Context: an optimization exercise on an open-source flow, tuned for small area. The choices shown serve that exercise and are no tape-out recipe.
The RTL was checked by simulation tests, not by an equivalence proof against the original design.
No activity file was given, so power comes from the tool's default toggle rates.

<file path="design/flow/config.mk">
export PLATFORM = sky130hd
export DESIGN_NAME = usbh_chan_ctl
export DESIGN_NICKNAME = usbh_chan_ctl
export VERILOG_FILES = /design/flow/design.v
export SDC_FILE = /design/flow/constraint.sdc
export NUM_CORES = 4
export LEC_CHECK = 0
export CAP_MARGIN = 20
export CORE_MARGIN = 2
export CORE_UTILIZATION = 60
export SLEW_MARGIN = 20
</file>
<file path="design/flow/constraint.sdc">
create_clock -name core_clock -period 10.0 [get_ports {clk}]
set_input_delay 2.0000 -clock core_clock [delete_from_list [all_inputs] [get_ports {clk}]]
set_output_delay 2.0000 -clock core_clock [all_outputs]
set_load 0.01 [all_outputs]
</file>
<file path="design/flow/design.v">
module usbh_chan_ctl (
    input  wire        clk,
    input  wire        rst,
    input  wire        cmd_valid,
    input  wire [63:0] cmd_word,
    output wire        ready,
    output reg         rsp_valid,
    output reg  [4:0]  rsp_code,
    output reg  [31:0] rsp_data,
    output wire [31:0] rsp_aux,
    input  wire        pev_valid,
    input  wire [3:0]  pev_kind,
    input  wire [2:0]  pev_ch,
    input  wire [9:0]  pev_count,
    input  wire        pev_dtog,
    input  wire        pev_flag,
    input  wire [2:0]  bd_ch,
    output wire [31:0] bd_txbd,
    output wire [31:0] bd_rxbd,
    output wire        irq,
    output wire [4:0]  fault
);
    localparam [4:0] R_OK          = 5'd0;
    localparam [4:0] R_IN_USE      = 5'd5;
    localparam [4:0] R_OOM         = 5'd6;
    localparam [4:0] F_INVALID_LEN = 5'd16;
    localparam [4:0] F_REGION_OVF  = 5'd17;
    localparam [4:0] F_COUNT_LARGE = 5'd18;
    localparam [4:0] F_UNALIGNED   = 5'd19;
    localparam [4:0] F_MISALIGNED  = 5'd20;
    localparam [4:0] F_NO_HANDLE   = 5'd21;
    localparam [4:0] R_HALTED      = 5'd28;
    localparam [4:0] R_UNSUPPORTED = 5'd29;
    localparam [4:0] R_INVALID     = 5'd30;
    localparam E_TXA  = 0;     
    localparam E_TXC  = 14;    
    localparam E_RXA  = 24;    
    localparam E_MLC  = 38;    
    localparam E_INIT = 54;    
    localparam E_TYPE = 55;    
    localparam E_DEV  = 57;    
    localparam E_STX  = 64;    
    localparam E_DTX  = 66;    
    localparam E_CTX  = 67;    
    localparam E_SRX  = 68;    
    localparam E_DRX  = 70;    
    localparam E_CRX  = 71;    
    localparam E_ETX  = 72;    
    localparam E_ERX  = 73;    
    localparam E_IUI  = 74;    
    localparam E_IUO  = 75;    
    localparam E_HTI  = 76;    
    localparam E_HTO  = 77;    
    localparam EW     = 78;
    reg [EW*8-1:0] ring;
    reg [2:0]  cnt;           
    reg        scrub;         
    reg        clr;           
    reg        nolow;         
    reg [9:0]  free4;         
    reg        istr_dcon;
    reg        istr_err;
    reg        istr_pmaovr;
    reg [2:0]  err_ch;
    reg        connected;
    reg        flt;           
    reg [2:0]  flt_lo;        
    integer s;
    wire [EW-1:0] t = ring[EW-1:0] & {EW{~scrub}};
    wire        t_ctr   = t[E_CRX] | t[E_CTX];
    wire [2:0]  t_ea    = {3{t[E_INIT]}} & cnt;
    wire [31:0] cur     = {5'd0, t[E_ERX], t[E_ETX], 2'd0, t[E_DEV +: 7],
                           t[E_CRX], t[E_DRX], t[E_SRX +: 2], 1'b0, t[E_TYPE +: 2], 1'b0,
                           t[E_CTX], t[E_DTX], t[E_STX +: 2], 1'b0, t_ea};
    wire        t_iui   = t[E_IUI] & !clr;
    wire        t_iuo   = t[E_IUO] & !clr;
    reg         ctr_any;
    always @* begin
        ctr_any = 1'b0;
        for (s = 0; s < 8; s = s + 1)
            if ((!scrub || (s + cnt >= 8)) && (ring[EW*s + E_CRX] || ring[EW*s + E_CTX]))
                ctr_any = 1'b1;
    end
    wire [2:0] bd_slot = bd_ch - cnt;
    wire       bd_en   = !scrub || (bd_ch < cnt);
    reg  [7:0]  bd_hot;
    always @* begin
        bd_hot = 8'd0;
        for (s = 0; s < 8; s = s + 1)
            if (bd_en && bd_slot == s)
                bd_hot[s] = 1'b1;
    end
    wire [53:0] bd_sel;
    usbh_chan_ctl_bdmux bdmux (
        .d0(ring[EW*0 +: 54]), .d1(ring[EW*1 +: 54]), .d2(ring[EW*2 +: 54]), .d3(ring[EW*3 +: 54]),
        .d4(ring[EW*4 +: 54]), .d5(ring[EW*5 +: 54]), .d6(ring[EW*6 +: 54]), .d7(ring[EW*7 +: 54]),
        .hot(bd_hot), .q(bd_sel)
    );
    assign bd_txbd = {6'd0, bd_sel[E_TXC +: 10], bd_sel[E_TXA +: 14], 2'd0};
    assign bd_rxbd = {bd_sel[E_MLC +: 16], bd_sel[E_RXA +: 14], 2'd0};
    assign irq   = ctr_any | istr_dcon | istr_err | istr_pmaovr;
    assign fault = {flt, 1'b0, flt_lo};
    wire [63:0] cw     = cmd_word;
    wire [7:0]  f_op   = cw[63:56];
    wire [2:0]  f_ch   = cw[55:53];
    wire        f_dir  = cw[52];
    wire [1:0]  f_et   = cw[51:50];
    wire [6:0]  f_dev  = cw[49:43];
    wire [10:0] f_len  = cw[42:32];
    wire [31:0] f_arg  = cw[31:0];
    wire [15:0] f_off  = cw[31:16];
    wire [15:0] f_rlen = cw[15:0];
    wire op_alloc  = (f_op == 8'h01);
    wire op_pmrst  = (f_op == 8'h02);
    wire op_enc    = (f_op == 8'h10);
    wire op_dec    = (f_op == 8'h11);
    wire op_progrx = (f_op == 8'h12);
    wire op_progtx = (f_op == 8'h13);
    wire op_rxlen  = (f_op == 8'h14);
    wire op_crrd   = (f_op == 8'h30);
    wire op_canon  = (f_op == 8'h31);
    wire op_setst  = (f_op == 8'h32);
    wire op_clrctr = (f_op == 8'h33);
    wire op_clrerr = (f_op == 8'h34);
    wire op_init   = (f_op == 8'h35);
    wire op_touch  = (f_op == 8'h36);
    wire op_irq    = (f_op == 8'h40);
    wire op_claim  = (f_op == 8'h60);
    wire op_reconf = (f_op == 8'h61);
    wire op_drop   = (f_op == 8'h62);
    wire op_crw    = op_setst | op_clrctr | op_clrerr | op_init | op_touch;
    wire zc  = (cw[55:53] == 3'd0);
    wire zd  = !cw[52];
    wire ze  = (cw[51:50] == 2'd0);
    wire zv  = (cw[49:43] == 7'd0);
    wire zl  = (cw[42:32] == 11'd0);
    wire zo  = (cw[31:16] == 16'd0);
    wire zm  = (cw[15:2] == 14'd0);
    wire z1  = !cw[1];
    wire z0  = !cw[0];
    wire zdv = zd & ze & zv;             
    wire zm2 = zo & zm;                  
    wire za  = zm2 & z1 & z0;            
    wire op_pmw    = (f_op == 8'h20);
    wire op_pmr    = (f_op == 8'h21);
    wire op_epr    = (f_op == 8'h50);
    wire op_epw    = (f_op == 8'h51);
    wire op_epp    = (f_op == 8'h52);
    wire op_bw     = (f_op == 8'h53);
    wire op_known  = op_alloc | op_pmrst | op_enc | op_dec | op_progrx | op_progtx | op_rxlen |
                     op_pmw | op_pmr | op_crrd | op_canon | op_crw | op_irq |
                     op_epr | op_epw | op_epp | op_bw | op_claim | op_reconf | op_drop;
    wire n_c  = op_alloc | op_dec | op_pmrst | op_irq | op_epp | op_enc | op_pmw | op_canon |
                op_pmr | op_bw | op_reconf;
    wire n_d  = !(op_setst | op_claim | op_drop | op_epr);
    wire n_ev = !(op_claim | op_init | op_reconf);
    wire n_e  = n_ev | op_reconf;
    wire n_l  = op_alloc | op_dec | op_pmrst | op_irq | op_epp | op_rxlen | op_crrd | op_touch |
                op_epw | op_pmw | op_canon | op_setst | op_clrctr | op_clrerr | op_init |
                op_epr | op_bw | op_drop;
    wire n_o  = !(op_progrx | op_progtx | op_pmw | op_canon | op_pmr | op_epr);
    wire n_m  = n_o & !op_alloc & !op_dec;
    wire n_1  = n_m & !op_setst & !op_clrctr & !op_clrerr;
    wire n_0  = n_1 & !op_bw;
    wire dec_ok = op_known &
                  (!n_c  | zc) & (!n_d | zd | op_epr) & (!op_epr | !zd) &
                  (!n_e  | ze) & (!n_ev | zv) & (!n_l | zl) &
                  (!n_o  | zo) & (!n_m | zm) & (!n_1 | z1) & (!n_0 | z0);
    wire need_ch  = op_progrx | op_progtx | op_rxlen | op_crrd | op_crw | op_claim | op_drop;
    wire need_0   = op_pmrst | op_reconf;
    wire cmd_wait = (need_ch & (f_ch != cnt)) | (need_0 & (cnt != 3'd0)) |
                    (op_irq & ctr_any & !(t_ctr & nolow));
    wire pev_wait = (pev_ch != cnt);
    assign ready  = !(cmd_valid ? cmd_wait : (pev_valid & pev_wait));
    wire acc_cmd = cmd_valid & ready;
    wire acc_pev = pev_valid & !cmd_valid & ready & !flt;
    wire run     = acc_cmd & !flt & dec_ok;    
    wire        len_bad  = (f_len < 11'd2) || (f_len > 11'd1024);    
    wire        out_bad  = (f_len == 11'd0) || (f_len > 11'd1023);   
    wire        big      = (f_len > 11'd60);
    wire [4:0]  len_m1   = f_len[9:5] - {4'd0, (f_len[4:0] == 5'd0)};    
    wire [4:0]  half_up  = f_len[5:1] + {4'd0, f_len[0]};                
    wire [4:0]  nb       = big ? len_m1 : half_up;
    wire [5:0]  enc6     = {big, nb};                  
    wire [5:0]  dec_in   = op_dec ? f_arg[15:10] : enc6;
    wire [5:0]  dec_inc  = {1'b0, dec_in[4:0]} + 6'd1;
    wire [10:0] dec_val  = dec_in[5] ? {dec_inc, 5'd0} : {5'd0, dec_in[4:0], 1'b0};
    wire [10:0] cmp_a    = op_progrx ? dec_val : f_len;
    wire        reg_ovf  = ({5'd0, cmp_a} > f_rlen);
    wire [8:0]  q4       = f_len[10:2] + {8'd0, |f_len[1:0]};    
        wire [8:0]  size_in  = big ? {dec_inc, 3'd0} : q4;    
    wire [8:0]  size_out = q4;
    wire [9:0]  free1    = 10'd16 + {1'b0, size_in};              
    wire [9:0]  add_a    = op_reconf ? free1 : free4;
    wire [8:0]  add_b    = op_alloc ? f_rlen[10:2] : ((op_reconf | !f_dir) ? size_out : size_in);
    wire [10:0] add_s    = {1'b0, add_a} + {2'b0, add_b};
    wire        add_oom  = (add_s > 11'd512);
    wire claim_bad  = f_dir ? len_bad : out_bad;
    wire claim_used = f_dir ? t_iui : t_iuo;
    wire drop_none  = f_dir ? !t[E_HTI] : !t[E_HTO];
    wire rc_out_bad = (f_len == 11'd1024);     
    reg [4:0] code;
    always @* begin
        code = R_OK;
        if (op_alloc) begin
            if (f_rlen[1:0] != 2'b00)                 code = F_UNALIGNED;
            else if (f_rlen[15:11] != 5'd0 || add_oom) code = R_OOM;
        end
        if (op_enc && len_bad)                        code = F_INVALID_LEN;
        if (op_progrx) begin
            if (len_bad)                              code = F_INVALID_LEN;
            else if (f_off[1:0] != 2'b00)             code = F_MISALIGNED;
            else if (reg_ovf)                         code = F_REGION_OVF;
        end
        if (op_progtx) begin
            if (f_off[1:0] != 2'b00)                  code = F_MISALIGNED;
            else if (reg_ovf)                         code = F_REGION_OVF;
            else if (f_len[10])                       code = F_COUNT_LARGE;
        end
        if (op_claim) begin
            if (claim_bad)                            code = F_INVALID_LEN;
            else if (claim_used)                      code = R_IN_USE;
            else if (add_oom)                         code = R_OOM;
        end
        if (op_reconf) begin
            if (len_bad || rc_out_bad)                code = F_INVALID_LEN;
            else if (add_oom)                         code = R_OOM;
        end
        if (op_drop && drop_none)                     code = F_NO_HANDLE;
        if (!(op_alloc | op_pmrst | op_enc | op_dec | op_progrx | op_progtx | op_rxlen |
              op_crrd | op_canon | op_crw | op_irq | op_claim | op_reconf | op_drop))
                                                      code = R_UNSUPPORTED;
        if (!dec_ok)                                  code = R_INVALID;
        if (flt)                                      code = R_HALTED;
    end
    wire ok = (code == R_OK);
    wire is_fault_code = code[4] & !code[3];
    wire pm_clear = run & (op_pmrst | op_reconf);
    wire rx_en = connected & t[E_SRX + 1];
    wire tx_en = connected & t[E_STX + 1];
    reg [31:0] cr_w;
    always @* begin
        cr_w   = (cur & 32'h007F_060F) | 32'h0600_8080;
        if (op_setst) begin
            if (f_dir) begin
                cr_w[13:12]   = cur[13:12] ^ f_arg[1:0];
            end else begin
                cr_w[5:4]     = cur[5:4] ^ f_arg[1:0];
            end
        end
        if (op_clrctr) begin
            if (f_arg[0]) begin cr_w[15] = 1'b0; end
            if (f_arg[1]) begin cr_w[7]  = 1'b0; end
        end
        if (op_clrerr) begin
            if (f_arg[0]) begin cr_w[26] = 1'b0; end
            if (f_arg[1]) begin cr_w[25] = 1'b0; end
        end
        if (op_init) begin
            cr_w[22:16] = f_dev;
            cr_w[2:0]   = cnt;
            case (f_et)
                2'd0: begin cr_w[10:9] = 2'b01; end
                2'd1: begin cr_w[10:9] = 2'b10; end
                2'd2: begin cr_w[10:9] = 2'b00; end
                default: begin cr_w[10:9] = 2'b11; end
            endcase
        end
    end
    reg [1:0] claim_type;
    always @* begin
        case (f_et)
            2'd0: claim_type = 2'b01;
            2'd1: claim_type = 2'b10;
            2'd2: claim_type = 2'b00;
            default: claim_type = 2'b11;
        endcase
        if (op_reconf) claim_type = 2'b01;
    end
    wire pk0 = acc_pev & (pev_kind == 4'd0) & rx_en;
    wire pk1 = acc_pev & (pev_kind == 4'd1) & rx_en;
    wire pk2 = acc_pev & (pev_kind == 4'd2) & rx_en;
    wire pk3 = acc_pev & (pev_kind == 4'd3) & tx_en;
    wire pk4 = acc_pev & (pev_kind == 4'd4) & tx_en;
    wire pk5 = acc_pev & (pev_kind == 4'd5) & tx_en;
    wire pk6 = acc_pev & (pev_kind == 4'd6) & rx_en;
    wire pk7 = acc_pev & (pev_kind == 4'd7) & tx_en;
    wire rc_in   = op_reconf & !len_bad;                 
    wire w_tx    = run & ok & (op_progtx | (op_claim & !f_dir) | op_reconf);
    wire w_rx    = run & ((ok & (op_progrx | (op_claim & f_dir))) | rc_in);
    wire w_init  = run & (op_init | (op_claim & ok) | rc_in);
    wire w_cr    = run & op_crw;
    wire w_irq   = run & op_irq & ctr_any;
    wire w_setrx = run & op_setst & f_dir;
    wire w_settx = run & op_setst & !f_dir;
    wire w_clr0  = run & f_arg[0];
    wire w_clr1  = run & f_arg[1];
    reg [EW-1:0] ne;
    always @* begin
        ne = t;
        if (w_tx) begin
            ne[E_TXA +: 14] = op_progtx ? f_off[15:2] : {4'd0, add_a};
            ne[E_TXC +: 10] = op_progtx ? f_len[9:0] : 10'd0;
        end
        if (w_rx) begin
            ne[E_RXA +: 14] = op_progrx ? f_off[15:2] : (op_reconf ? 14'd16 : {4'd0, free4});
            ne[E_MLC +: 16] = {enc6, 10'd0};
        end else if (pk0)
            ne[E_MLC +: 10] = pev_count;
        if (w_init) begin
            ne[E_INIT]      = 1'b1;
            ne[E_TYPE +: 2] = claim_type;
            ne[E_DEV +: 7]  = f_dev;
        end
        if (w_setrx)    ne[E_SRX +: 2] = f_arg[1:0];
        else if (pk0)   ne[E_SRX +: 2] = 2'b00;
        else if (pk1)   ne[E_SRX +: 2] = 2'b10;
        else if (pk2)   ne[E_SRX +: 2] = 2'b01;
        if (w_settx)    ne[E_STX +: 2] = f_arg[1:0];
        else if (pk3)   ne[E_STX +: 2] = 2'b00;
        else if (pk4)   ne[E_STX +: 2] = 2'b10;
        else if (pk5)   ne[E_STX +: 2] = 2'b01;
        if (pk0) ne[E_DRX] = pev_dtog;
        if (pk3) ne[E_DTX] = pev_dtog;
        if (pk0 | pk2 | (pk1 & pev_flag)) ne[E_CRX] = 1'b1;
        if (pk3 | pk5 | (pk4 & pev_flag)) ne[E_CTX] = 1'b1;
        if (pk6) ne[E_ERX] = 1'b1;
        if (pk7) ne[E_ETX] = 1'b1;
        if (w_irq | (op_clrctr & w_clr0)) ne[E_CRX] = 1'b0;
        if (w_irq | (op_clrctr & w_clr1)) ne[E_CTX] = 1'b0;
        if (w_irq | (op_clrerr & w_clr0)) ne[E_ERX] = 1'b0;
        if (w_irq | (op_clrerr & w_clr1)) ne[E_ETX] = 1'b0;
        ne[E_IUI] = (t_iui & !pm_clear) | (run & ((op_claim & f_dir & ok) | rc_in));
        ne[E_IUO] = (t_iuo & !pm_clear) | (run & ok & ((op_claim & !f_dir) | op_reconf));
        if (run & ((op_claim & f_dir & ok) | rc_in))           ne[E_HTI] = 1'b1;
        if (run & ok & ((op_claim & !f_dir) | op_reconf))      ne[E_HTO] = 1'b1;
        if (run & ok & op_drop & f_dir)                        ne[E_HTI] = 1'b0;
        if (run & ok & op_drop & !f_dir)                       ne[E_HTO] = 1'b0;
    end
    wire [31:0] istr_val = {2'b00, connected, 13'd0, ctr_any, istr_pmaovr, istr_err,
                            2'b00, istr_dcon, 5'd0, ctr_any & t[E_CRX], 1'b0,
                            ctr_any ? cnt : err_ch};
    reg  [7:0]  ch_hot;
    always @* begin
        ch_hot = 8'd0;
        ch_hot[cnt] = 1'b1;
    end
    wire s_alloc  = op_alloc  & ok;
    wire s_claim  = op_claim  & ok;
    wire s_reconf = op_reconf & ok;
    wire s_crw    = op_crw    & ok;
    wire s_irq    = op_irq    & ok;
    wire [8:0] size_sel = (op_reconf | f_dir) ? size_in : size_out;
    wire [31:0] d_data =
          ({32{s_alloc | s_claim}}     & {4'd0, free4, 18'd0})
        | ({32{s_alloc}}               & {21'd0, f_rlen[10:0]})
        | ({32{s_claim | s_reconf}}    & {21'd0, size_sel, 2'd0})
        | ({32{s_reconf}}              & 32'h0040_0000)
        | ({32{op_enc & ok}}           & {16'd0, enc6, 10'd0})
        | ({32{op_dec & ok}}           & {21'd0, dec_val})
        | ({32{op_rxlen & ok}}         & {22'd0, t[E_MLC +: 10]})
        | ({32{op_crrd & ok}}          & cur)
        | ({32{op_canon & ok}}         & ((f_arg & 32'hF9FF_0F0F) | 32'h0600_8080))
        | ({32{s_crw}}                 & cr_w)
        | ({32{s_irq}}                 & istr_val);
    reg        a_crw, a_rc, a_bus, a_in, a_out;
    wire [EW-1:0] s7  = ring[EW*7 +: EW];
    wire [2:0]  pch   = cnt - 3'd1;
    reg  [7:0]  p_hot;
    always @* begin
        p_hot = 8'd0;
        p_hot[pch] = 1'b1;
    end
    wire [31:0] s7_chep = {5'd0, s7[E_ERX], s7[E_ETX], 2'd0, s7[E_DEV +: 7],
                           s7[E_CRX], s7[E_DRX], s7[E_SRX +: 2], 1'b0, s7[E_TYPE +: 2], 1'b0,
                           s7[E_CTX], s7[E_DTX], s7[E_STX +: 2], 1'b0, {3{s7[E_INIT]}} & pch};
    wire [9:0]  rc_sz = free4 - s7[E_TXA +: 10];
    assign rsp_aux = ({32{a_crw}} & s7_chep)
                   | {15'd0, a_bus, p_hot & {8{a_in}}, p_hot & {8{a_out}}}
                   | ({32{a_rc}} & {4'd0, s7[E_TXA +: 10], 2'd0, 5'd0, rc_sz[8:0], 2'd0});
    always @(posedge clk) begin
        ring     <= {ne, ring[EW*8-1:EW]};
        rsp_code <= code;
        rsp_data <= d_data;
        a_crw    <= run & op_crw;
        a_rc     <= s_reconf;
        a_bus    <= s_irq & istr_dcon;
        a_in     <= s_irq & ctr_any & t[E_CRX];
        a_out    <= s_irq & ctr_any & t[E_CTX];
        if (rst) begin
            cnt         <= 3'd0;
            scrub       <= 1'b1;
            clr         <= 1'b0;
            nolow       <= 1'b1;
            free4       <= 10'd16;
            istr_dcon   <= 1'b0;
            istr_err    <= 1'b0;
            istr_pmaovr <= 1'b0;
            err_ch      <= 3'd0;
            connected   <= 1'b0;
            flt         <= 1'b0;
            flt_lo      <= 3'd0;
            rsp_valid   <= 1'b0;
        end else begin
            cnt       <= cnt + 3'd1;
            if (cnt == 3'd7) scrub <= 1'b0;
            clr       <= pm_clear | (clr & (cnt != 3'd7));
            nolow     <= (cnt == 3'd7) | (nolow & !(ne[E_CRX] | ne[E_CTX]));
            rsp_valid <= acc_cmd;
            if (acc_pev) begin
                case (pev_kind)
                    4'd6: if (rx_en) begin istr_err <= 1'b1; err_ch <= cnt; end
                    4'd7: if (tx_en) begin istr_err <= 1'b1; err_ch <= cnt; end
                    4'd8: begin connected <= ~connected; istr_dcon <= 1'b1; end
                    4'd9: if (rx_en | tx_en) begin istr_pmaovr <= 1'b1; err_ch <= cnt; end
                    default: ;
                endcase
            end
            if (run) begin
                if (op_irq) begin
                    if (istr_dcon)   istr_dcon   <= 1'b0;
                    if (istr_err)    istr_err    <= 1'b0;
                    if (istr_pmaovr) istr_pmaovr <= 1'b0;
                end
                if (op_pmrst) free4 <= 10'd16;
                if ((op_alloc || op_claim) && ok) free4 <= add_s[9:0];
                if (op_reconf) begin
                    if (len_bad)                      free4 <= 10'd16;
                    else if (rc_out_bad || add_oom)   free4 <= free1;
                    else                              free4 <= add_s[9:0];
                end
            end
            if (acc_cmd && !flt && is_fault_code) begin
                flt    <= 1'b1;
                flt_lo <= code[2:0];
            end
        end
    end
endmodule
module usbh_chan_ctl_bdmux (
    input  wire [53:0] d0, d1, d2, d3, d4, d5, d6, d7,
    input  wire [7:0]  hot,
    output wire [53:0] q
);
    assign q = ({54{hot[0]}} & d0) | ({54{hot[1]}} & d1) | ({54{hot[2]}} & d2) | ({54{hot[3]}} & d3) |
               ({54{hot[4]}} & d4) | ({54{hot[5]}} & d5) | ({54{hot[6]}} & d6) | ({54{hot[7]}} & d7);
endmodule
</file>
<file path="design/flow/flow/run.sh">
#!/bin/bash
# Own layout flow: the standard.sh (the standard ORFS flow and synthesis
# script) with three changes:
#  - synthesis maps the combinational logic with an area-oriented ABC script
#    (flow/abc.script); registers are mapped before ABC, exactly as in the
#    standard synthesis;
#  - the port buffers use the smallest buffer cell;
#  - the clock tree is built from clkbuf_8 clusters of up to 18 sinks (60 um across),
#    without dummy loads.
# make's output goes to flow_make.log here; every step's full log stays under
# orfs/logs/.
set -euo pipefail
HERE=$(cd "$(dirname "${BASH_SOURCE[0]}")" && pwd)
WORK=$(pwd)
cat > "$WORK/own_synth.tcl" <<EOS
proc abc {args} {
  set i [lsearch -exact \$args -script]
  if { \$i >= 0 } { lset args [expr { \$i + 1 }] {$HERE/abc.script} }
  yosys abc {*}\$args
}
source {$WORK/synth_recipe.tcl}
EOS
bash standard.sh \
  "SYNTH_SCRIPT=$WORK/own_synth.tcl" \
  "BUFFER_PORTS_ARGS=-buffer_cell sky130_fd_sc_hd__buf_1" \
  "CTS_ARGS=-sink_clustering_enable -repair_clock_nets -buf_list sky130_fd_sc_hd__clkbuf_8 -sink_clustering_size 18 -sink_clustering_max_diameter 60 -dont_use_dummy_load" \
  finish > "$WORK/flow_make.log" 2>&1
</file>
<file path="design/flow/flow/abc.script">
&get -n
&st
&synch2
&dch -f
&nf -p -R 1000 -F 8 -A 4
&st
&deepsyn -T 40
&dch -f
&nf -p -a -R 1000 -F 8 -A 4
&put
topo
dnsize
</file>
<file path="design/flow/standard.sh">
#!/bin/bash
# synth_recipe.tcl (not shown) runs the flow's synth.tcl, then flattens the netlist and writes it again
# the make line also repeats each setting of config.mk as NAME=value (left out here)
make -C /OpenROAD-flow-scripts/flow DESIGN_CONFIG=/design/flow/config.mk WORK_HOME=/design/flow/orfs CLKGATE_MAP_FILE= SYNTH_SCRIPT=/design/flow/synth_recipe.tcl "${@:-finish}"
</file>
==> results.py, run 1 <==
metrics = {
    "cells_and_area": {
        "diodes": 0,
        "utilization": 0.677,
        "layout-drive-gt1-share": 0.0505,
        "nFillCells": 2790,
        "area_growth_pct": 11.3,
        "fin_nets": 2362,
    },
    "worst_setup_path": {
        "r2r-end": "free4[7]",
        "r2r_start": "free4[0]",
        "cp.required_ns": 10.53,
        "endpoint_kind": "flop",
        "worstPathMaxFanout": 10,
        "worstPathArrival_ns": 9.79,
        "max_stage_delay_ns": 0.52,
        "reg2reg_slack_ns": 3.84,
        "startpoint_type": "input port",
        "path_class": "in2reg",
        "reg2reg_depth": 23,
        "slowest_stage": "or4_1",
    },
    "synthesis": {
        "yosys-top-cells-area": "dfxtp_1 64%, a222oi_1 4.7%, nand2_1 3.5%",
        "synthTopCellsByCount": "694 x dfxtp_1, 199 x nand2_1, 101 x a222oi_1",
        "synth_warnings": 1,
        "synth_ff_type": "dfxtp_1",
        "netlist-cell-type-count": 60,
        "syn_inst": 1902,
        "synth.most_common_cell": "dfxtp_1",
        "syn_area_per_cell_um2": 11.4,
        "seq_area_frac_synth": 0.644,
        "netlist_area_um2": 21600,
        "synth_top_area_cell": "dfxtp_1",
        "synth-edff-count": 0,
        "async_reset_ff_frac": 0,
        "synth_seq_cells": 694,
        "netlist.area_leader.share": 0.644,
    },
    "sta": {
        "rsz0062_at_grt": "no",
        "tightest_slew_ns": 0.954,
        "maxSlewViolCount": 0,
        "setup_viol": 0,
        "layout_worst_path_cycle_share": 0.926,
        "fmax_mhz": 108,
        "relSlewSlack": 0.364,
        "finalClockSkew_ns": 0.0890,
        "hold_violations": 0,
        "period_minus_slack_ns": 9.26,
        "setup_tns_ns": 0,
    },
    "power": {
        "seq_power_share": 0.655,
        "p_comb_frac": 0.059,
        "switching_share": 0.232,
        "clkPwrFrac": 0.286,
        "netSwitchingPower_uw": 981,
        "intPower_mw": 3.24,
        "power_density_nw_per_um2": 176,
        "static-leakage-power_nw": 9.05,
        "ir_worst_vdd_mv": 0.175,
    },
    "outcome": {
        "status": "finished clean",
    },
    "place": {
        "dpl.hpwl_mm": 46.4,
        "gp_congestion": 1.02,
        "portBuffers": 215,
    },
    "die": {
        "dieArea_um2": 37500,
        "ios": 231,
        "core_area_um2": 35500,
        "die_h_um": 194,
        "initial_core_util": 0.608,
        "num_rows": 69,
        "die_w_um": 194,
    },
    "cts": {
        "htree_num_levels": 2,
        "cts_tree": "built",
        "cts_root_buf": "clkbuf_8",
        "cts_resized": 0,
        "numClockSinks": 694,
        "insertion_delay_ns": 0.67,
        "cts_setup_buffers": 0,
        "clockBufferDepth": 3,
        "cts.hold.buffers_added": 0,
        "cts_buffers": 46,
        "clk_pin_slew_ns": 0.11,
    },
    "global_route": {
        "grtUsageTotal": 0.345,
        "antenna_found_initial": 0,
        "grt_pass1_vias": 16500,
        "grt_overflow": 0,
        "grt_pass1_wl_mm": 99.6,
        "grt_max_degree": 55,
    },
    "hold_path": {
        "hold_path_class": "reg2reg",
        "min_to": "ring[485]",
        "hold_path_startpoint": "ring[563]",
        "hold_depth": 0,
    },
    "detailed_routing": {
        "route.detailed.drc": 0,
        "drt-initial-drc-count": 1946,
        "drt-total-wl_mm": 66.0,
        "wl_per_cell_um": 24.7,
        "vias": 16900,
        "ant_nets": 0,
        "viasPerCell": 6.30,
        "first_pass_iters": 7,
    },
    "job": {
        "maxCapViolCount": 0,
    },
}
[through the flow]
stage	power, mW	instance area [um2]	std cells	setup slack [ns]	hold WS [ns]
after floorplan	2.95	21600	1916	0.177	0.310
after global placement	3.07	23400	2631	0.533	0.310
after detailed placement	3.07	23400	2631	0.297	0.312
after CTS	4.24	24000	2677	0.977	0.284
after global routing	4.35	24000	2677	0.154	0.288
final	4.23	24000	2677	0.745	0.296
[cells by family after synthesis]
family          after synthesis  synth area share
buf+inv                      87            0.0179
flops                       694             0.644
xor+xnor                     39            0.0158
compound gates              500             0.175
simple gates                523             0.114
other cells                   1          0.000174
mux                           4           0.00191
fa+ha+maj                    54            0.0323
[flip-flops by register name, summed over array words and instances, names as in the netlist, 3 cells and up]
name	flops
ring	624
flt_lo	3
rsp_data	32
free4	10
err_ch	3
cnt	3
rsp_code	5
[worst max-delay path: cells and delay by family]
| family | cells | cell delay (ns) |
|---|---|---|
| compound gates | 12 | 3.23 |
| xor+xnor | 1 | 0.13 |
| fa+ha+maj | 3 | 1.12 |
| buf+inv | 5 | 0.89 |
| simple gates | 11 | 2.41 |
[power groups by stage]
stage | Combinational, mW | Sequential (mW) | Clock, mW
6_report | 0.251 | 2.77 | 1.21
5_1_grt | 0.265 | 2.77 | 1.32
4_1_cts | 0.245 | 2.77 | 1.23
3_5_place_dp | 0.243 | 2.83 | 0
3_3_place_gp | 0.242 | 2.83 | 0
2_1_floorplan | 0.121 | 2.83 | 0
[layout by cell type, fill, tap and decap left out, types with 7 or more instances in the layout]
| cell | instances |
|---|---|
| a21oi_1 | 66 |
| a222oi_1 | 101 |
| clkbuf_8 | 46 |
| a22oi_1 | 70 |
| nor2b_1 | 25 |
| conb_1 | 15 |
| buf_4 | 55 |
| ha_1 | 51 |
| o22ai_1 | 10 |
| o21bai_1 | 7 |
| clkinv_1 | 71 |
| nand2_1 | 199 |
| a221o_1 | 8 |
| a22o_1 | 66 |
| o221ai_1 | 8 |
| o21a_1 | 8 |
| o21ai_0 | 88 |
| a21o_1 | 9 |
| nor4_1 | 19 |
| buf_1 | 215 |
| nor3_1 | 32 |
| dfxtp_1 | 694 |
| and2_0 | 12 |
| nand2b_1 | 16 |
| nand3_1 | 76 |
| xnor2_1 | 29 |
| nor2_1 | 80 |
| xor2_1 | 10 |
| nor3b_1 | 7 |
| a31oi_1 | 10 |
| nand4_1 | 18 |
| a221oi_1 | 17 |
[how the worst max path moves through the flow]
stage	slack, ns	to	cells after the start	startpoint
floorplan	0.18	ring[556]	30	cmd_word[36]
global placement	0.53	free4[4]	36	cmd_word[38]
detailed placement	0.30	free4[7]	32	cmd_word[38]
CTS	0.98	free4[7]	32	cmd_word[38]
global route	0.15	free4[4]	36	cmd_word[38]
finish	0.74	free4[7]	32	cmd_word[38]
[cell type report]
cell class,instances,area [um2],area share
Multi-Input combinational cell,1135,7430,0.309
Sequential cell,694,13900,0.578
Tap cell,461,577,0.0240
Inverter,71,267,0.0111
Timing Repair Buffer,270,1220,0.0508
Clock buffer,46,633,0.0264
[routing by layer]
layer | routed length [um] | GRT usage | share of wire
met5 | 0 | 0 | 0
met4 | 2770 | 0.157 | 0.042
met3 | 5830 | 0.0492 | 0.088
met2 | 29900 | 0.539 | 0.45
met1 | 27600 | 0.477 | 0.42
==> run 2: changes to the inputs <==
==> design/flow/flow/run.sh (replaced) <==
#!/bin/bash
# Own layout flow: the standard.sh (the standard ORFS flow and synthesis
# script) with these changes:
#  - synthesis maps the combinational logic with an area-oriented ABC script
#    (flow/abc.script) and leaves adders to ABC instead of mapping them to
#    half/full-adder cells first (ADDER_MAP_FILE empty); registers are mapped
#    before ABC exactly as in the standard synthesis;
#  - the port buffers use the smallest buffer cell;
#  - the clock tree is built from clkbuf_8 clusters of up to 18 sinks
#    (60 um across), without dummy loads.
# make's output goes to flow_make.log here; every step's full log stays under
# orfs/logs/.
set -euo pipefail
HERE=$(cd "$(dirname "${BASH_SOURCE[0]}")" && pwd)
WORK=$(pwd)
cat > "$WORK/own_synth.tcl" <<EOS
proc abc {args} {
  set i [lsearch -exact \$args -script]
  if { \$i >= 0 } { lset args [expr { \$i + 1 }] {$HERE/abc.script} }
  yosys abc {*}\$args
}
source {$WORK/synth_recipe.tcl}
EOS
bash standard.sh \
  "SYNTH_SCRIPT=$WORK/own_synth.tcl" \
  "ADDER_MAP_FILE=" \
  "BUFFER_PORTS_ARGS=-buffer_cell sky130_fd_sc_hd__buf_1" \
  "CTS_ARGS=-sink_clustering_enable -repair_clock_nets -buf_list sky130_fd_sc_hd__clkbuf_8 -sink_clustering_size 18 -sink_clustering_max_diameter 60 -dont_use_dummy_load" \
  finish > "$WORK/flow_make.log" 2>&1
==> run 2 against run 1 <==
Net effect:
- cell count shrank 1.6%
- combinational power decreased by 19%
- clock power about the same
- synthesized cell count is 1.8% lower
- critical endpoint is now ring[601]
- highest routed layer is now met5
- first-iteration DRC count is 2.2% lower
- register-to-register slack lost 0.46 ns
- critical path depth fell by 1
- maximum frequency is 0.15% higher
- final area fell by 2.8%
- global-route usage grew 0.87 points
- non-clock buffer count is 4 lower
==> results.py, run 2 <==
metrics = {
    "worst_setup_path": {
        "startpoint_type": "input port",
        "path_class": "in2reg",
        "worstPathMaxFanout": 12,
        "r2r-end": "ring[601]",
        "critPathBufInv": 6,
        "cp.required_ns": 10.53,
        "r2r_start": "free4[1]",
        "cp_top_family": "simple AND/OR/NAND/NOR gates",
        "worstPathArrival_ns": 9.77,
        "slowest_stage": "o21ai_0",
        "reg2reg_depth": 25,
        "endpoint_kind": "flop",
        "reg2reg_slack_ns": 3.38,
        "max_stage_delay_ns": 0.82,
    },
    "synthesis": {
        "synth_top_area_cell": "dfxtp_1",
        "synth-edff-count": 0,
        "synth_seq_cells": 694,
        "synthTopCellsByCount": "694 x dfxtp_1, 278 x nand2_1, 120 x a222oi_1",
        "syn_area_per_cell_um2": 11.2,
        "syn_inst": 1868,
        "netlist_area_um2": 21000,
        "seq_area_frac_synth": 0.663,
        "yosys-top-cells-area": "dfxtp_1 66%, a222oi_1 5.7%, nand2_1 5.0%",
        "async_reset_ff_frac": 0,
        "synth.most_common_cell": "dfxtp_1",
        "netlist-cell-type-count": 56,
        "synth_warnings": 1,
        "netlist.area_leader.share": 0.663,
        "synth_ff_type": "dfxtp_1",
    },
    "cts": {
        "cts_resized": 0,
        "cts_root_buf": "clkbuf_8",
        "insertion_delay_ns": 0.66,
        "cts_tree": "built",
        "clockBufferDepth": 3,
        "cts.hold.buffers_added": 0,
        "cts_setup_buffers": 0,
        "clk_pin_slew_ns": 0.11,
        "cts_buffers": 46,
        "numClockSinks": 694,
        "htree_num_levels": 2,
    },
    "detailed_routing": {
        "drt-initial-drc-count": 1903,
        "first_pass_iters": 9,
        "viasPerCell": 6.18,
        "highest_layer": "met5",
        "vias": 16300,
        "drt-total-wl_mm": 65.0,
        "ant_nets": 0,
        "wl_met2_mm": 29.7,
        "route.detailed.drc": 0,
        "wl_met3_mm": 5.79,
        "wl_met1_mm": 27.4,
        "wl_per_cell_um": 24.7,
    },
    "cells_and_area": {
        "reg_top3": "ring (624), rsp_data (32), free4 (10)",
        "utilization": 0.678,
        "multiInputGateArea_um2": 6940,
        "diodes": 0,
        "finalInstanceArea_um2": 23400,
        "fin_nets": 2270,
        "nFillCells": 2731,
        "top_register": "ring",
        "fin_cells": 2633,
        "final_common_cell": "dfxtp_1",
        "largest_register_ffs": 624,
        "seqCellArea_um2": 13900,
        "area_growth_pct": 11.5,
        "layout-drive-gt1-share": 0.0496,
        "mostFrequentLayoutCells": "694 x dfxtp_1, 278 x nand2_1, 215 x buf_1, 120 x a222oi_1, 111 x a21oi_1",
    },
    "place": {
        "dpl.hpwl_mm": 46.3,
        "placedCellCount": 2587,
        "place_area_um2": 22700,
        "dp_slack_ns": 0.244,
        "gp_congestion": 0.985,
        "portBuffers": 215,
    },
    "job": {
        "maxCapViolCount": 0,
    },
    "global_route": {
        "grt_pass1_vias": 15900,
        "grt_overflow": 0,
        "antenna_found_initial": 5,
        "grt_pass1_wl_mm": 96.5,
        "grt_max_degree": 55,
        "grtUsageTotal": 0.353,
    },
    "die": {
        "core_area_um2": 34500,
        "num_rows": 68,
        "die_w_um": 191,
        "initial_core_util": 0.608,
        "ios": 231,
        "dieArea_um2": 36400,
        "die_h_um": 191,
    },
    "sta": {
        "fmax_mhz": 108,
        "layout_worst_path_cycle_share": 0.924,
        "maxSlewViolCount": 0,
        "setup_viol": 0,
        "setup_tns_ns": 0,
        "relSlewSlack": 0.254,
        "setup_ws_ns": 0.759,
        "whs_ns": 0.292,
        "hold_violations": 0,
        "rsz0062_at_grt": "no",
        "period_minus_slack_ns": 9.24,
        "finalClockSkew_ns": 0.0685,
        "tightest_slew_ns": 1.11,
    },
    "power": {
        "static-leakage-power_nw": 8.88,
        "power.total_mw": 4.18,
        "ir_worst_vdd_mv": 0.190,
        "power_density_nw_per_um2": 179,
    },
    "outcome": {
        "status": "finished clean",
    },
    "hold_path": {
        "hold_depth": 0,
        "hold_path_startpoint": "ring[543]",
        "hold_path_class": "reg2reg",
        "min_to": "ring[465]",
    },
}
run 2: cell types whose count changed in the layout (fill, tap and decap cells not counted), sizes merged, moves of 17 or more:
cell / previous run / this run
a22oi: 70 / 23
a21oi: 66 / 111
nand2: 199 / 278
o21ai: 88 / 71
ha: 51 / 0
nand3: 76 / 28
clkinv: 71 / 36
a222oi: 101 / 120
run 2: cells by family after synthesis:
logic type               synth area share
AO/OA/AOI/OAI                       0.173
XOR/XNOR                           0.0234
adder cells (fa/ha/maj)           0.00573
buffers and inverters              0.0122
flip-flops                          0.663
multiplexers                      0.00257
other                            0.000179
AND/OR/NAND/NOR                     0.120
run 2: where the power goes:
group | internal [mW] | switching, mW
sequential | 2.76 | 0.00496
clock | 0.415 | 0.792
combinational | 0.0535 | 0.151
run 2: area by class of cell:
class                           count  area share
Clock buffer                       46      0.0271
Inverter                           36     0.00579
Multi-Input combinational cell   1136       0.297
Sequential cell                   694       0.595
Tap cell                          455      0.0244
Timing Repair Buffer              266      0.0509
run 2: worst max path at each step:
stage	endpoint	slack, ns	from	depth (start not counted)
6_report	ring[601]	0.76	cmd_word[33]	31
5_1_grt	ring[601]	0.27	cmd_word[33]	31
4_1_cts	ring[601]	0.91	cmd_word[33]	31
3_5_place_dp	ring[601]	0.24	cmd_word[33]	31
3_3_place_gp	ring[601]	0.33	cmd_word[33]	30
2_1_floorplan	ring[555]	0.17	cmd_word[59]	27
run 2: metal layers:
layer  vias up  track usage
li1       7439            -
met1      7875        0.478
met3       140       0.0791
met2       816        0.559
met5         -            0
met4         8        0.125
==> run 3: changes to the inputs <==
==> design/flow/flow/run.sh (replaced) <==
#!/bin/bash
# Own layout flow: the standard.sh (the standard ORFS flow and synthesis
# script) with these changes:
#  - synthesis maps the combinational logic with an area-oriented ABC script
#    (flow/abc.script) and leaves adders to ABC instead of mapping them to
#    half/full-adder cells first (ADDER_MAP_FILE empty); registers are mapped
#    before ABC exactly as in the standard synthesis;
#  - the descriptor read multiplexer (module usbh_chan_ctl_bdmux) is kept
#    apart through synthesis and then replaced by an AND-OR cell netlist
#    (flow/gen_synth.sh writes it) before the design is flattened;
#  - the port buffers use the smallest buffer cell;
#  - the clock tree is built from clkbuf_8 clusters of up to 18 sinks
#    (60 um across), without dummy loads.
# make's output goes to flow_make.log here; every step's full log stays under
# orfs/logs/.
set -euo pipefail
HERE=$(cd "$(dirname "${BASH_SOURCE[0]}")" && pwd)
WORK=$(pwd)
bash "$HERE/gen_synth.sh" "$HERE" "$WORK" "$WORK"
bash standard.sh \
  "SYNTH_SCRIPT=$WORK/own_synth.tcl" \
  "SYNTH_KEEP_MODULES=usbh_chan_ctl_bdmux" \
  "ADDER_MAP_FILE=" \
  "BUFFER_PORTS_ARGS=-buffer_cell sky130_fd_sc_hd__buf_1" \
  "CTS_ARGS=-sink_clustering_enable -repair_clock_nets -buf_list sky130_fd_sc_hd__clkbuf_8 -sink_clustering_size 18 -sink_clustering_max_diameter 60 -dont_use_dummy_load" \
  finish > "$WORK/flow_make.log" 2>&1
==> design/flow/flow/gen_synth.sh (new file) <==
#!/bin/bash
set -euo pipefail
HERE=$1; OUT=$2; WORK=$3
{
  echo "// usbh_chan_ctl_bdmux mapped to cells: per bit two a222oi, one a22oi and a nand3."
  echo "module usbh_chan_ctl_bdmux (d0, d1, d2, d3, d4, d5, d6, d7, hot, q);"
  echo "  input [53:0] d0, d1, d2, d3, d4, d5, d6, d7;"
  echo "  input [7:0] hot;"
  echo "  output [53:0] q;"
  echo "  wire [53:0] y0, y1, y2;"
  for i in $(seq 0 53); do
    echo "  sky130_fd_sc_hd__a222oi_1 ma_$i (.A1(hot[0]), .A2(d0[$i]), .B1(hot[1]), .B2(d1[$i]), .C1(hot[2]), .C2(d2[$i]), .Y(y0[$i]));"
    echo "  sky130_fd_sc_hd__a222oi_1 mb_$i (.A1(hot[3]), .A2(d3[$i]), .B1(hot[4]), .B2(d4[$i]), .C1(hot[5]), .C2(d5[$i]), .Y(y1[$i]));"
    echo "  sky130_fd_sc_hd__a22oi_1 mc_$i (.A1(hot[6]), .A2(d6[$i]), .B1(hot[7]), .B2(d7[$i]), .Y(y2[$i]));"
    echo "  sky130_fd_sc_hd__nand3_1 md_$i (.A(y0[$i]), .B(y1[$i]), .C(y2[$i]), .Y(q[$i]));"
  done
  echo "endmodule"
} > "$OUT/bdmux_mapped.v"
cat > "$OUT/own_synth.tcl" <<EOS
# The standard synthesis (synth_recipe.tcl), with the ABC script replaced
# and, before the final flatten, the descriptor read multiplexer (kept as its
# own module through synthesis) replaced by its hand-mapped netlist.
proc abc {args} {
  set i [lsearch -exact \$args -script]
  if { \$i >= 0 } { lset args [expr { \$i + 1 }] {$HERE/abc.script} }
  yosys abc {*}\$args
}
proc flatten {args} {
  yosys read_verilog -overwrite {$OUT/bdmux_mapped.v}
  yosys hierarchy -top \$::env(DESIGN_NAME)
  yosys flatten {*}\$args
}
source {$WORK/synth_recipe.tcl}
EOS
==> run 3 against run 2 <==
Net effect:
- synthesized cell count down 3.7%
- critical path depth increased by 2
- clock skew decreased by 0.026 ns
- first-iteration DRC count up 1.5%
- synthesized area shrank 0.65%
- via count up 0.28%
- worst setup slack improved by 0.21 ns
- core utilization shrank 0.32 points
- sequential share of layout area up 0.43 points
- sequential power about the same
==> results.py, run 3 <==
metrics = {
    "outcome": {
        "status": "finished clean",
    },
    "cells_and_area": {
        "top_register": "ring",
        "nFillCells": 2709,
        "seqCellArea_um2": 13900,
        "utilization": 0.675,
        "largest_register_ffs": 624,
        "fin_cells": 2558,
        "mostFrequentLayoutCells": "694 x dfxtp_1, 215 x buf_1, 145 x nand2_1, 117 x a222oi_1, 115 x nor2_1",
        "multiInputGateArea_um2": 6800,
        "final_common_cell": "dfxtp_1",
        "reg_top3": "ring (624), rsp_data (32), free4 (10)",
        "area_growth_pct": 11.4,
        "finalInstanceArea_um2": 23200,
        "layout-drive-gt1-share": 0.0485,
        "fin_nets": 2193,
    },
    "power": {
        "power_density_nw_per_um2": 180,
        "static-leakage-power_nw": 8.58,
        "p_comb_frac": 0.049,
        "intPower_mw": 3.24,
        "switching_share": 0.226,
        "ir_worst_vdd_mv": 0.175,
        "netSwitchingPower_uw": 944,
        "seq_power_share": 0.661,
        "power.total_mw": 4.18,
        "clkPwrFrac": 0.289,
    },
    "detailed_routing": {
        "vias": 16300,
        "first_pass_iters": 13,
        "ant_nets": 0,
        "route.detailed.drc": 0,
        "drt-initial-drc-count": 1931,
        "viasPerCell": 6.38,
        "drt-total-wl_mm": 65.3,
        "wl_per_cell_um": 25.5,
    },
    "worst_setup_path": {
        "startpoint_type": "input port",
        "worstPathMaxFanout": 20,
        "path_class": "in2reg",
        "slowest_stage": "or3b_1",
        "worstPathArrival_ns": 9.56,
        "max_stage_delay_ns": 0.56,
        "endpoint_kind": "flop",
        "crit_top_cell": "nand2_1",
        "cp.required_ns": 10.52,
    },
    "synthesis": {
        "syn_inst": 1798,
        "syn_area_per_cell_um2": 11.6,
        "netlist_area_um2": 20800,
        "synth_warnings": 1,
    },
    "cts": {
        "cts.hold.buffers_added": 0,
        "cts_tree": "built",
        "clockBufferDepth": 3,
        "cts_resized": 0,
        "cts_buffers": 47,
        "cts_root_buf": "clkbuf_8",
        "clk_pin_slew_ns": 0.10,
        "numClockSinks": 694,
        "cts_setup_buffers": 0,
        "insertion_delay_ns": 0.65,
        "htree_num_levels": 2,
    },
    "sta": {
        "finalClockSkew_ns": 0.0429,
        "rsz0062_at_grt": "no",
        "setup_viol": 0,
        "whs_ns": 0.314,
        "layout_worst_path_cycle_share": 0.903,
        "fmax_mhz": 111,
        "setup_tns_ns": 0,
        "tightest_slew_ns": 1.20,
        "relSlewSlack": 0.197,
        "hold_violations": 0,
        "setup_ws_ns": 0.966,
        "period_minus_slack_ns": 9.03,
        "maxSlewViolCount": 0,
    },
    "global_route": {
        "antenna_found_initial": 4,
        "grt_overflow": 0,
        "grt_pass1_wl_mm": 96.4,
        "grt_max_degree": 55,
        "grtUsageTotal": 0.355,
        "grt_pass1_vias": 15800,
    },
    "die": {
        "die_h_um": 190,
        "core_area_um2": 34400,
        "num_rows": 68,
        "ios": 231,
        "initial_core_util": 0.606,
        "dieArea_um2": 36200,
        "die_w_um": 190,
    },
    "place": {
        "gp_congestion": 1.01,
        "place_area_um2": 22500,
        "dpl.hpwl_mm": 46.5,
        "portBuffers": 215,
        "placedCellCount": 2509,
        "dp_slack_ns": 0.542,
    },
    "job": {
        "maxCapViolCount": 0,
    },
    "hold_path": {
        "hold_path_class": "reg2reg",
    },
}
## run 3: layout make-up
cell class / count / area share
repair buffers: 258 / 0.0493
clock buffers: 47 / 0.0279
flip-flops and latches: 694 / 0.599
well taps: 455 / 0.0245
inverters: 35 / 0.00567
diodes: 2 / 0.000216
multi-input cells: 1067 / 0.293
## run 3: path summary, 6_finish.rpt
check | slack, ns | cells past startpoint | end | from
min | 0.31 | 0 | ring[259] | ring[337]
min reg2reg | 0.31 | 0 | ring[259] | ring[337]
max | 0.97 | 33 | ring[573] | cmd_word[33]
max reg2reg | 3.54 | 26 | ring[573] | free4[0]
## run 3: power groups by stage
| stage | Combinational, mW | Sequential (mW) | Clock (mW) |
|---|---|---|---|
| detailed placement | 0.199 | 2.83 | 0 |
| global route | 0.215 | 2.77 | 1.32 |
| finish | 0.206 | 2.77 | 1.21 |
| floorplan | 0.0973 | 2.83 | 0 |
| global placement | 0.199 | 2.83 | 0 |
| CTS | 0.199 | 2.77 | 1.23 |
## run 3: worst max-delay path: cells and delay by family
| kind | cells | cell delay, ns |
|---|---|---|
| and+or+nand+nor | 20 | 3.74 |
| adders and majority gates | 5 | 2.06 |
| AOI/OAI and AO/OA | 6 | 1.23 |
| buffers and inverters | 2 | 0.49 |
## run 3: layer usage
| layer | GRT usage | vias up | routed length (um) |
|---|---|---|---|
| li1 | - | 7296 | - |
| met1 | 0.474 | 7921 | 26400 |
| met2 | 0.568 | 923 | 30100 |
| met3 | 0.0591 | 177 | 5690 |
| met4 | 0.167 | 6 | 3010 |
| met5 | 0 | - | 42 |
==> run 4: changes to the inputs <==
--- a/design/flow/design.v
+++ b/design/flow/design.v
@@ -295,15 +295,16 @@
     wire w_settx = run & op_setst & !f_dir;
     wire w_clr0  = run & f_arg[0];
     wire w_clr1  = run & f_arg[1];
+    wire [13:0] av = (op_progrx | op_progtx) ? f_off[15:2] : {4'd0, add_a};
     reg [EW-1:0] ne;
     always @* begin
         ne = t;
         if (w_tx) begin
-            ne[E_TXA +: 14] = op_progtx ? f_off[15:2] : {4'd0, add_a};
+            ne[E_TXA +: 14] = av;
             ne[E_TXC +: 10] = op_progtx ? f_len[9:0] : 10'd0;
         end
         if (w_rx) begin
-            ne[E_RXA +: 14] = op_progrx ? f_off[15:2] : (op_reconf ? 14'd16 : {4'd0, free4});
+            ne[E_RXA +: 14] = op_reconf ? 14'd16 : av;
             ne[E_MLC +: 16] = {enc6, 10'd0};
         end else if (pk0)
             ne[E_MLC +: 10] = pev_count;
@@ -340,21 +341,15 @@
     wire [31:0] istr_val = {2'b00, connected, 13'd0, ctr_any, istr_pmaovr, istr_err,
                             2'b00, istr_dcon, 5'd0, ctr_any & t[E_CRX], 1'b0,
                             ctr_any ? cnt : err_ch};
-    reg  [7:0]  ch_hot;
-    always @* begin
-        ch_hot = 8'd0;
-        ch_hot[cnt] = 1'b1;
-    end
     wire s_alloc  = op_alloc  & ok;
     wire s_claim  = op_claim  & ok;
     wire s_reconf = op_reconf & ok;
     wire s_crw    = op_crw    & ok;
     wire s_irq    = op_irq    & ok;
-    wire [8:0] size_sel = (op_reconf | f_dir) ? size_in : size_out;
     wire [31:0] d_data =
           ({32{s_alloc | s_claim}}     & {4'd0, free4, 18'd0})
-        | ({32{s_alloc}}               & {21'd0, f_rlen[10:0]})
-        | ({32{s_claim | s_reconf}}    & {21'd0, size_sel, 2'd0})
+        | ({32{s_alloc | s_claim}}     & {21'd0, add_b, 2'd0})
+        | ({32{s_reconf}}              & {21'd0, size_in, 2'd0})
         | ({32{s_reconf}}              & 32'h0040_0000)
         | ({32{op_enc & ok}}           & {16'd0, enc6, 10'd0})
         | ({32{op_dec & ok}}           & {21'd0, dec_val})
==> run 4 against run 3 <==
Net effect:
- first-iteration DRC count fell by 1.0%
- global-route usage decreased by 0.061 points
- sequential share of layout area decreased by 0.27 points
- final area up 0.45%
- clock power is essentially flat
- maximum frequency down 2.9%
- die area about the same
- core utilization increased by 0.31 points
- clock-buffer cell count is 2 higher
- power barely moved
==> results.py, run 4 <==
metrics = {
    "global_route": {
        "grtUsageTotal": 0.355,
        "grt_pass1_wl_mm": 96.0,
        "grt_overflow": 0,
        "grt_pass1_vias": 15900,
        "antenna_found_initial": 2,
        "grt_max_degree": 55,
    },
    "cells_and_area": {
        "nFillCells": 2621,
        "finalInstanceArea_um2": 23300,
        "mostFrequentLayoutCells": "694 x dfxtp_1, 215 x buf_1, 121 x a222oi_1, 119 x nand2_1, 112 x nor2_1",
        "largest_register_ffs": 624,
        "top_register": "ring",
        "seqCellArea_um2": 13900,
        "area_growth_pct": 12.0,
        "final_common_cell": "dfxtp_1",
        "fin_nets": 2201,
        "layout-drive-gt1-share": 0.0522,
        "multiInputGateArea_um2": 6800,
        "reg_top3": "ring (624), rsp_data (32), free4 (10)",
    },
    "sta": {
        "tightest_slew_ns": 1.09,
        "layout_worst_path_cycle_share": 0.930,
        "maxSlewViolCount": 0,
        "finalClockSkew_ns": 0.0905,
        "setup_tns_ns": 0,
        "period_minus_slack_ns": 9.30,
        "relSlewSlack": 0.271,
        "rsz0062_at_grt": "no",
        "setup_ws_ns": 0.700,
        "fmax_mhz": 108,
        "setup_viol": 0,
        "hold_violations": 0,
    },
    "power": {
        "static-leakage-power_nw": 8.57,
        "power_density_nw_per_um2": 179,
        "power.total_mw": 4.18,
        "ir_worst_vdd_mv": 0.159,
    },
    "detailed_routing": {
        "wl_per_cell_um": 25.2,
        "drt-total-wl_mm": 64.6,
        "first_pass_iters": 9,
        "ant_nets": 0,
        "viasPerCell": 6.34,
        "vias": 16300,
        "route.detailed.drc": 0,
        "drt-initial-drc-count": 1911,
    },
    "die": {
        "die_h_um": 190,
        "ios": 231,
        "core_area_um2": 34400,
        "num_rows": 68,
        "dieArea_um2": 36200,
        "die_w_um": 190,
        "initial_core_util": 0.605,
    },
    "cts": {
        "insertion_delay_ns": 0.65,
        "numClockSinks": 694,
        "cts_resized": 0,
        "cts_setup_buffers": 0,
        "cts.hold.buffers_added": 0,
        "clockBufferDepth": 3,
        "cts_buffers": 49,
        "cts_tree": "built",
        "cts_root_buf": "clkbuf_8",
        "clk_pin_slew_ns": 0.10,
        "htree_num_levels": 2,
    },
    "worst_setup_path": {
        "cp.required_ns": 10.53,
        "worstPathMaxFanout": 10,
        "r2r_start": "free4[0]",
        "slowest_stage": "nor4_1",
        "worstPathArrival_ns": 9.83,
        "max_stage_delay_ns": 0.60,
        "worstSetupStartpoint": "cmd_word[39]",
        "critPathBufInv": 3,
        "crit_top_cell": "maj3_1",
        "path_class": "in2reg",
        "startpoint_type": "input port",
        "endpoint_kind": "flop",
        "cp_top_family": "simple AND/OR/NAND/NOR gates",
    },
    "place": {
        "dpl.hpwl_mm": 45.9,
        "portBuffers": 215,
        "place_area_um2": 22600,
        "dp_slack_ns": 0.202,
        "gp_congestion": 1.05,
    },
    "hold_path": {
        "hold_path_class": "reg2reg",
        "hold_path_startpoint": "ring[568]",
    },
    "outcome": {
        "status": "finished clean",
    },
    "job": {
        "maxCapViolCount": 0,
    },
    "synthesis": {
        "synth_warnings": 1,
        "syn_inst": 1796,
        "syn_area_per_cell_um2": 11.6,
        "netlist_area_um2": 20800,
    },
}
[run 4: final cells by class]
type	count	share of cell area
multi-input cells	1062	0.292
repair buffers	266	0.0519
diodes	2	0.000215
well taps	455	0.0244
flip-flops and latches	694	0.596
inverters	38	0.00612
clock buffers	49	0.0290
[run 4: report_power, final]
| part | internal [mW] | switching (mW) |
|---|---|---|
| clock | 0.440 | 0.793 |
| sequential | 2.76 | 0.00545 |
| combinational | 0.0531 | 0.124 |
| total | 3.26 | 0.923 |
[run 4: routing by layer]
| layer | part of all wire | up-vias | track usage |
|---|---|---|---|
| met1 | 0.41 | 7935 | 0.479 |
| met2 | 0.45 | 867 | 0.554 |
| met4 | 0.042 | 0 | 0.160 |
| li1 | - | 7336 | - |
| met5 | 0 | - | 0 |
| met3 | 0.098 | 142 | 0.0720 |
[run 4: final timing paths]
path / slack, ns / cells after the start / to
worst min register to register: 0.29 / 0 / ring[490]
worst min-delay path: 0.29 / 0 / ring[490]
worst max-delay path: 0.70 / 32 / ring[590]
worst max register to register: 3.50 / 27 / ring[590]
[run 4: through the flow]
step	utilization	std cells	hold slack [ns]
5_1_grt	0.678	2565	0.294
3_3_place_gp	0.657	2514	0.310
3_5_place_dp	0.658	2515	0.312
6_report	0.678	2566	0.289
4_1_cts	0.678	2564	0.292
2_1_floorplan	-	1810	0.310
==> run 5: changes to the inputs <==
--- a/design/flow/design.v
+++ b/design/flow/design.v
@@ -6,7 +6,7 @@
     output wire        ready,
     output reg         rsp_valid,
     output reg  [4:0]  rsp_code,
-    output reg  [31:0] rsp_data,
+    output wire [31:0] rsp_data,
     output wire [31:0] rsp_aux,
     input  wire        pev_valid,
     input  wire [3:0]  pev_kind,
@@ -66,7 +66,7 @@
     reg        flt;           
     reg [2:0]  flt_lo;        
     integer s;
-    wire [EW-1:0] t = ring[EW-1:0] & {EW{~scrub}};
+    wire [EW-1:0] t = ring[EW-1:0];
     wire        t_ctr   = t[E_CRX] | t[E_CTX];
     wire [2:0]  t_ea    = {3{t[E_INIT]}} & cnt;
     wire [31:0] cur     = {5'd0, t[E_ERX], t[E_ETX], 2'd0, t[E_DEV +: 7],
@@ -171,7 +171,7 @@
     wire cmd_wait = (need_ch & (f_ch != cnt)) | (need_0 & (cnt != 3'd0)) |
                     (op_irq & ctr_any & !(t_ctr & nolow));
     wire pev_wait = (pev_ch != cnt);
-    assign ready  = !(cmd_valid ? cmd_wait : (pev_valid & pev_wait));
+    assign ready  = !scrub & !(cmd_valid ? cmd_wait : (pev_valid & pev_wait));
     wire acc_cmd = cmd_valid & ready;
     wire acc_pev = pev_valid & !cmd_valid & ready & !flt;
     wire run     = acc_cmd & !flt & dec_ok;    
@@ -295,17 +295,19 @@
     wire w_settx = run & op_setst & !f_dir;
     wire w_clr0  = run & f_arg[0];
     wire w_clr1  = run & f_arg[1];
-    wire [13:0] av = (op_progrx | op_progtx) ? f_off[15:2] : {4'd0, add_a};
+    wire [13:0] av = ((op_progrx | op_progtx) ? f_off[15:2] : {4'd0, add_a}) & {14{!scrub}};
+    wire        wz_tx = w_tx | scrub;
+    wire        wz_rx = w_rx | scrub;
     reg [EW-1:0] ne;
     always @* begin
         ne = t;
-        if (w_tx) begin
+        if (wz_tx) begin
             ne[E_TXA +: 14] = av;
-            ne[E_TXC +: 10] = op_progtx ? f_len[9:0] : 10'd0;
+            ne[E_TXC +: 10] = f_len[9:0] & {10{op_progtx & !scrub}};
         end
-        if (w_rx) begin
-            ne[E_RXA +: 14] = op_reconf ? 14'd16 : av;
-            ne[E_MLC +: 16] = {enc6, 10'd0};
+        if (wz_rx) begin
+            ne[E_RXA +: 14] = (op_reconf & !scrub) ? 14'd16 : av;
+            ne[E_MLC +: 16] = {enc6 & {6{!scrub}}, 10'd0};
         end else if (pk0)
             ne[E_MLC +: 10] = pev_count;
         if (w_init) begin
@@ -337,6 +339,7 @@
         if (run & ok & ((op_claim & !f_dir) | op_reconf))      ne[E_HTO] = 1'b1;
         if (run & ok & op_drop & f_dir)                        ne[E_HTI] = 1'b0;
         if (run & ok & op_drop & !f_dir)                       ne[E_HTO] = 1'b0;
+        if (scrub) ne[EW-1:E_INIT] = {(EW-E_INIT){1'b0}};
     end
     wire [31:0] istr_val = {2'b00, connected, 13'd0, ctr_any, istr_pmaovr, istr_err,
                             2'b00, istr_dcon, 5'd0, ctr_any & t[E_CRX], 1'b0,
@@ -349,7 +352,7 @@
     wire [31:0] d_data =
           ({32{s_alloc | s_claim}}     & {4'd0, free4, 18'd0})
         | ({32{s_alloc | s_claim}}     & {21'd0, add_b, 2'd0})
-        | ({32{s_reconf}}              & {21'd0, size_in, 2'd0})
+        | ({32{s_reconf}}              & {size_out, 12'd0, size_in, 2'd0})
         | ({32{s_reconf}}              & 32'h0040_0000)
         | ({32{op_enc & ok}}           & {16'd0, enc6, 10'd0})
         | ({32{op_dec & ok}}           & {21'd0, dec_val})
@@ -359,6 +362,7 @@
         | ({32{s_crw}}                 & cr_w)
         | ({32{s_irq}}                 & istr_val);
     reg        a_crw, a_rc, a_bus, a_in, a_out;
+    reg [31:0] rsp_q;
     wire [EW-1:0] s7  = ring[EW*7 +: EW];
     wire [2:0]  pch   = cnt - 3'd1;
     reg  [7:0]  p_hot;
@@ -369,14 +373,14 @@
     wire [31:0] s7_chep = {5'd0, s7[E_ERX], s7[E_ETX], 2'd0, s7[E_DEV +: 7],
                            s7[E_CRX], s7[E_DRX], s7[E_SRX +: 2], 1'b0, s7[E_TYPE +: 2], 1'b0,
                            s7[E_CTX], s7[E_DTX], s7[E_STX +: 2], 1'b0, {3{s7[E_INIT]}} & pch};
-    wire [9:0]  rc_sz = free4 - s7[E_TXA +: 10];
     assign rsp_aux = ({32{a_crw}} & s7_chep)
                    | {15'd0, a_bus, p_hot & {8{a_in}}, p_hot & {8{a_out}}}
-                   | ({32{a_rc}} & {4'd0, s7[E_TXA +: 10], 2'd0, 5'd0, rc_sz[8:0], 2'd0});
+                   | ({32{a_rc}} & {4'd0, s7[E_TXA +: 10], 2'd0, 5'd0, rsp_q[31:23], 2'd0});
+    assign rsp_data = {rsp_q[31:23] & {9{!a_rc}}, rsp_q[22:0]};
     always @(posedge clk) begin
         ring     <= {ne, ring[EW*8-1:EW]};
         rsp_code <= code;
-        rsp_data <= d_data;
+        rsp_q    <= d_data;
         a_crw    <= run & op_crw;
         a_rc     <= s_reconf;
         a_bus    <= s_irq & istr_dcon;
==> run 5 against run 4 <==
Net effect:
- still clean on timing, DRC and antenna
- sequential share of layout area is 0.33 points higher
- maximum frequency fell by 0.65%
- critical path depth shrank 3
- worst setup slack worse by 0.061 ns
- worst hold slack worse by 0.028 ns
- power fell by 0.22%
- synthesized cell count down 1.3%
- clock skew down 0.023 ns
- synthesized area shrank 0.23%
- die area is 0.22% lower
- via count decreased by 2.4%
- cell count shrank 1.2%
- largest power group unchanged
- highest routed layer is now met5
==> results.py, run 5 <==
metrics = {
    "detailed_routing": {
        "vias": 15900,
        "route.detailed.drc": 0,
        "first_pass_iters": 10,
        "drt-initial-drc-count": 1958,
        "viasPerCell": 6.27,
        "drt-total-wl_mm": 64.1,
        "wl_per_cell_um": 25.3,
        "ant_nets": 0,
    },
    "die": {
        "die_h_um": 190,
        "ios": 231,
        "core_area_um2": 34300,
        "dieArea_um2": 36100,
        "die_w_um": 190,
        "num_rows": 68,
        "initial_core_util": 0.605,
    },
    "sta": {
        "setup_viol": 0,
        "relSlewSlack": 0.304,
        "finalClockSkew_ns": 0.0680,
        "whs_ns": 0.261,
        "period_minus_slack_ns": 9.36,
        "fmax_mhz": 107,
        "layout_worst_path_cycle_share": 0.936,
        "hold_violations": 0,
        "maxSlewViolCount": 0,
        "tightest_slew_ns": 1.04,
        "rsz0062_at_grt": "no",
    },
    "hold_path": {
        "hold_path_class": "reg2reg",
        "hold_path_startpoint": "ring[382]",
        "min_to": "ring[304]",
        "hold_depth": 0,
    },
    "cells_and_area": {
        "utilization": 0.676,
        "mostFrequentLayoutCells": "694 x dfxtp_1, 215 x buf_1, 137 x nand2_1, 118 x a222oi_1, 94 x nor2_1",
        "reg_top3": "ring (624), rsp_q (32), free4 (10)",
        "top_register": "ring",
        "area_growth_pct": 11.6,
        "final_common_cell": "dfxtp_1",
        "diodes": 0,
        "fin_cells": 2535,
        "finalInstanceArea_um2": 23200,
        "layout-drive-gt1-share": 0.0625,
        "fin_nets": 2172,
        "largest_register_ffs": 624,
    },
    "cts": {
        "cts_root_buf": "clkbuf_8",
        "cts.hold.buffers_added": 0,
        "clockBufferDepth": 3,
        "clk_pin_slew_ns": 0.11,
        "cts_buffers": 46,
        "cts_resized": 0,
        "cts_setup_buffers": 0,
        "insertion_delay_ns": 0.66,
        "cts_tree": "built",
        "htree_num_levels": 2,
        "numClockSinks": 694,
    },
    "worst_setup_path": {
        "worstPathMaxFanout": 21,
        "endpoint_kind": "flop",
        "r2r_start": "free4[1]",
        "cp_top_family": "simple AND/OR/NAND/NOR gates",
        "critPathBufInv": 4,
        "crit_top_cell": "maj3_1",
        "max_stage_delay_ns": 0.47,
        "reg2reg_depth": 24,
        "reg2reg_slack_ns": 3.17,
        "r2r-end": "free4[0]",
        "startpoint_type": "input port",
        "cp.required_ns": 10.62,
        "slowest_stage": "or3_1",
        "worstPathArrival_ns": 9.98,
        "path_class": "in2reg",
    },
    "power": {
        "power.total_mw": 4.17,
        "ir_worst_vdd_mv": 0.158,
        "power_density_nw_per_um2": 180,
        "static-leakage-power_nw": 8.66,
    },
    "global_route": {
        "grt_max_degree": 55,
        "grt_pass1_wl_mm": 95.0,
        "grt_pass1_vias": 15400,
        "grt_overflow": 0,
        "grtUsageTotal": 0.353,
        "antenna_found_initial": 1,
    },
    "job": {
        "maxCapViolCount": 0,
    },
    "place": {
        "placedCellCount": 2487,
        "gp_congestion": 1.03,
        "place_area_um2": 22500,
        "portBuffers": 215,
        "dpl.hpwl_mm": 45.0,
    },
    "synthesis": {
        "netlist_area_um2": 20800,
        "synth_warnings": 1,
        "syn_inst": 1773,
        "syn_area_per_cell_um2": 11.7,
    },
    "outcome": {
        "status": "finished clean",
    },
}
run 5: worst max path at each step:
stage            startpoint        end  slack (ns)  depth (start not counted)
2_1_floorplan  cmd_word[39]  ring[574]        0.20                         25
3_3_place_gp   cmd_word[39]  ring[609]       -0.01                         26
3_5_place_dp   cmd_word[39]   free4[4]        0.20                         28
4_1_cts        cmd_word[39]   free4[0]        0.87                         29
5_1_grt        cmd_word[40]   free4[0]        0.22                         29
6_report       cmd_word[39]   free4[0]        0.64                         29
run 5: worst reg2reg max path, cell delays in order, from the launching register on:
cell and delay, ns:
dfxtp_1 0.43, a21o_1 0.16, clkinv_1 0.06, o22ai_1 0.16, o31ai_1 0.14, maj3_1 0.43
maj3_1 0.40, maj3_1 0.41, maj3_1 0.41, maj3_1 0.41, maj3_1 0.41, xnor2_1 0.17
o41ai_1 0.45, o21ai_0 0.28, o21ai_0 0.29, o211a_1 0.21, nor2b_1 0.07, nor3b_2 0.38
buf_12 0.21, nor2b_1 0.19, buf_4 0.24, o211ai_1 0.22, nor2_1 0.45, nand3_1 0.13
nand2_1 0.09
run 5: area by class of cell:
type                    count  area [um2]
inverters                  31         116
clock buffers              46         633
repair buffers            286        1350
multi-input cells        1023        6600
fillers                  2644       11100
flip-flops and latches    694       13900
well taps                 455         569
run 5: power breakdown:
part           internal [mW]  switching (mW)
Clock                  0.415           0.797
Combinational         0.0561           0.134
Sequential              2.76         0.00473
run 5: metal layers:
metal	vias to the layer above	track usage	wire length, um
li1	7206	-	-
met1	7716	0.488	27100
met2	820	0.535	28300
met3	144	0.0732	5720
met4	2	0.166	3020
met5	-	0	14
run 5: through the flow:
step                      TNS (ns)  setup WS [ns]
after floorplan                  0          0.199
after global placement      -0.121        -0.0149
after detailed placement         0          0.203
after CTS                        0          0.867
after global routing             0          0.217
final                            0          0.639

Check on run 5: ideal ports give 0.639 ns setup slack; a clkbuf_16 on the clock port and buf_2 on the inputs give 0.669 ns; moving port delays by the midpoint clock arrival (0.666 ns) as well gives 0.003 ns.
